This design comes from an exercise in tuning for small area on the open sky130 flow, not from production work.
Function was checked by simulation only, so behaviour that the tests miss may differ from the original.

Setup of v26:
// vig_permcore
module vig_permcore (
    input  wire       clk,
    input  wire       rst,         
    input  wire       in_valid,
    input  wire [1:0] in_op,       
    input  wire [7:0] in_data,
    input  wire [7:0] in_key,
    output wire       in_ready,
    output reg        out_valid,
    output wire [7:0] out_data,
    input  wire       out_ready,
    output reg        pvalid
);
clock: 55.0 ns
lec_check: 0
abc_area: 1
cap_margin: 20
core_margin: 2
core_utilization: 50
place_density: 0.65
slew_margin: 20
standard.sh (not shown) runs the stock make flow with config.mk's settings and CLKGATE_MAP_FILE= SYNTH_SCRIPT=/design/flow/synth_recipe.tcl, a recipe that flattens the netlist after the stock synthesis.
==> flow/flow/run.sh <==
#!/bin/bash
# Own layout flow: the standard synthesis unchanged, then the standard layout with
# smaller port buffers and a clock tree of small buffers without dummy loads.
set -euo pipefail
bash standard.sh synth > synth.log 2>&1
bash standard.sh finish \
  BUFFER_PORTS_ARGS="-buffer_cell sky130_fd_sc_hd__buf_1" \
  CTS_ARGS="-sink_clustering_enable -repair_clock_nets -dont_use_dummy_load -buf_list {sky130_fd_sc_hd__clkbuf_4 sky130_fd_sc_hd__clkbuf_8}" \
  > layout.log 2>&1
What v15 does differently from v26 at the input level:
- a deleted ABC_AREA that had been 1
Notes after the runs:
Both conditions hold for v15: the flow ran to the end and the final layout passed the timing, design-rule and antenna checks. v15 vs v26 — cell count of the worst reg-to-reg path dropped by a few percent. Compared with v26, v15 shows a area occupied by multi-input gates that is 320 sq um higher. Delta (v15 minus v26): total placed instance area saw an increase, buffering overhead increased by 0.43 points relative to the old numbers, data required time at the worst endpoint fell 0.02 ns. Delta (v15 minus v26): clock-buffer cell count about even, sequential share of the synthesized area fell 0.16 points, per-cell via count in the routed design rose 0.21, combined global-route utilization of all metal layers fell 0.99 points, global-route wire length before repair fell 950 um.


== trial 28 ==
The RTL this note starts from:
==> flow/design.v <==
module vig_permcore (
    input  wire       clk,
    input  wire       rst,         
    input  wire       in_valid,
    input  wire [1:0] in_op,       
    input  wire [7:0] in_data,
    input  wire [7:0] in_key,
    output wire       in_ready,
    output reg        out_valid,
    output wire [7:0] out_data,
    input  wire       out_ready,
    output reg        pvalid
);
    localparam OP_SEED      = 2'd0;
    localparam OP_SEED_LAST = 2'd1;
    localparam OP_ENC       = 2'd2;
    localparam OP_DEC       = 2'd3;
    function automatic [31:0] add;
        input [31:0] a;
        input [31:0] b;
        input        cin;
        integer n;
        reg c;
        begin
            c = cin;
            for (n = 0; n < 32; n = n + 1) begin
                add[n] = a[n] ^ b[n] ^ c;
                c = (a[n] & b[n]) | (a[n] & c) | (b[n] & c);
            end
        end
    endfunction
    reg        busy;        
    reg        start;       
    reg        fin;         
    reg        bld;         
    reg        bwd;         
    reg        hashing;     
    reg [15:0] s0;          
    reg [15:0] sf;          
    reg [7:0]  k;           
    reg [1:0]  ph;          
    reg [7:0]  r;           
    reg [7:0]  p;           
    reg [7:0]  key;         
    wire [15:0] s = (bwd ^ start) ? s0 : sf;
    assign in_ready = !busy && (!out_valid || out_ready);
    wire in_fire  = in_valid && in_ready && !rst;
    wire out_fire = out_valid && out_ready;
    assign out_data = p;
    wire [15:0] h      = hashing ? s0 : 16'd5381;
    wire [31:0] h33    = add({11'd0, h, 5'd0}, {16'd0, h}, 1'b0);
    wire [31:0] h_sum  = add(h33, {24'd0, in_data}, 1'b0);
    wire [15:0] h_next = h_sum[15:0];
    wire        fw  = !bwd;
    wire [31:0] a1  = add({14'd0, s, fw ? 2'b11 : 2'b01}, {16'd0, s} ^ {32{bwd}}, 1'b1);
    wire [31:0] a2  = add({9'd0, a1[18:0], fw ? 4'b1110 : 4'b0011}, {13'd0, a1[18:0]} ^ {32{fw}}, fw);
    wire [31:0] gw  = add({6'd0, a2[21:0], 4'b1110}, {10'd0, a2[21:0]}, 1'b0);
    wire [15:0] mc  = bwd ? {gw[8:0], 6'b111111, gw[25]} : a2[15:0];
    wire [15:0] mb  = bwd ? gw[24:9] : {9'd0, a2[22:16]};
    wire [31:0] md  = add({16'd0, mc}, ~{16'd0, mb}, 1'b1);
    wire [31:0] mr  = add({16'd0, md[15:0]}, 32'd0, md[16]);               
    wire [15:0] sn  = mr[15:0];
    wire [7:0]  byt  = (bwd && ph[1]) ? key : s[7:0];
    wire [3:0]  nib  = ph[0] ? byt[3:0] : byt[7:4];
    wire        big  = (k[7:4] != 4'd0) || (k[3:0] == 4'hf);    
    wire [7:0]  r_in = {r[7:4], r[3:0] | ({4{ph == 2'd1 && big}} & byt[7:4])};
    reg  [7:0]  q;
    reg  [31:0] t;
    integer b;
    always @* begin
        q = r_in;
        for (b = 3; b >= 0; b = b - 1) begin
            t = add({23'd0, q, nib[b]}, {23'd0, 1'b1, ~k}, 1'b0);    
            q = t[9] ? t[7:0] : {q[6:0], nib[b]};
        end
    end
    wire [7:0] j    = q;
    wire       hit  = (p == k) || (p == j);
    wire [7:0] p_tr = hit ? (p ^ k ^ j) : p;
    wire [31:0] pk  = add({24'd0, p}, {24'd0, key ^ {8{!bwd}}}, !bwd);   
    wire last_ph = (ph == 2'd3);
    wire k_end   = bwd ? (k == 8'd255) : (k == 8'd1);
    wire [7:0] k_nx = bwd ? k + 8'd1 : k - 8'd1;
    always @(posedge clk) begin
        if (rst) begin
            busy      <= 1'b0;
            start     <= 1'b0;
            fin       <= 1'b0;
            hashing   <= 1'b0;
            pvalid    <= 1'b0;
            out_valid <= 1'b0;
        end else begin
            if (out_fire) out_valid <= 1'b0;
            if (in_fire) begin
                if (in_op == OP_SEED) begin
                    s0      <= h_next;
                    hashing <= 1'b1;
                end else begin
                    busy  <= 1'b1;
                    start <= 1'b1;
                    bld   <= (in_op == OP_SEED_LAST);
                    bwd   <= (in_op == OP_ENC);
                    k     <= (in_op == OP_ENC) ? 8'd1 : 8'd255;
                    ph    <= (in_op == OP_ENC) ? 2'd0 : 2'd1;
                    r     <= 8'd0;
                    p     <= in_data;
                    key   <= in_key;
                    if (in_op == OP_SEED_LAST) begin
                        s0      <= h_next;
                        hashing <= 1'b0;
                    end
                end
            end
            if (start) begin
                start <= 1'b0;
                if (bwd) begin
                    s0  <= sn;
                    key <= s[7:0];
                    p   <= pk[7:0];
                end else
                    sf  <= sn;
            end else if (fin) begin
                fin  <= 1'b0;
                busy <= 1'b0;
                if (bld) begin
                    pvalid <= 1'b1;
                end else begin
                    out_valid <= 1'b1;
                    if (!bwd) p <= pk[7:0];
                end
            end else if (busy) begin
                r  <= last_ph ? 8'd0 : q;
                ph <= ph + 2'd1;
                if (ph[0] && !(last_ph && k_end)) begin
                    if (bwd) s0 <= sn;
                    else     sf <= sn;
                end
                if (bwd && last_ph) key <= s[7:0];
                if (last_ph) begin
                    p <= p_tr;
                    if (k_end)
                        fin <= 1'b1;
                    else begin
                        k  <= k_nx;
                        ph <= (k_nx[7:4] != 4'd0 || k_nx[3:0] == 4'hf) ? 2'd1 : 2'd0;
                    end
                end
            end
        end
    end
endmodule
export LEC_CHECK = 0
export CAP_MARGIN = 20
export CORE_MARGIN = 2
export CORE_UTILIZATION = 50
export PLACE_DENSITY = 0.65
export SLEW_MARGIN = 20
create_clock -name core_clock -period 55.0 [get_ports {clk}]
Scripts as last shown in full above: flow/flow/run.sh
#### Input delta (build 61 over trial 28)
Settings: ABC_AREA newly set to 1.
--- outcome ---
Row sequential fraction of the synthesis area: build 61 higher / trial 28 lower
[diff] hold slack, build 61 relative to trial 28: regression
Max xor/xnor share of the synthesized area across build 61 and trial 28: trial 28

## what the ideal ports hide
How much do the figures lean on ideal ports? The routed layouts below were timed once more, with nothing changed but the port constraints. Step 1 assumes that a clkbuf_16 drives the clock port and a buf_2 every other input. Step 2 adds t to the input delays and takes it off the output delays; t is the mean of the earliest and latest rising clock arrival at the registers after step 1. Input paths then give back, and output paths get back, about the clock's delay inside the block. a / b / c = no drivers / after step 1 / after step 2; a / b = the first two.
| run | shift t [ns] | setup slack, ns | worst slew at a driven data input, ns |
|---|---|---|---|
| v26 | 0.412 | 24.102 / 24.102 / 24.102 | 0.05 |
| v15 | 0.397 | 22.816 / 22.816 / 22.816 | 0.03 |
| trial 28 | 0.397 | 32.477 / 32.453 / 32.453 | 0.03 |
| build 61 | 0.392 | 32.581 / 32.554 / 32.554 | 0.05 |
After both steps every run listed still meets setup and hold. For build 61, which loses most, drivers alone change the setup slack by -0.027 ns; drivers and shift together by -0.027 ns.
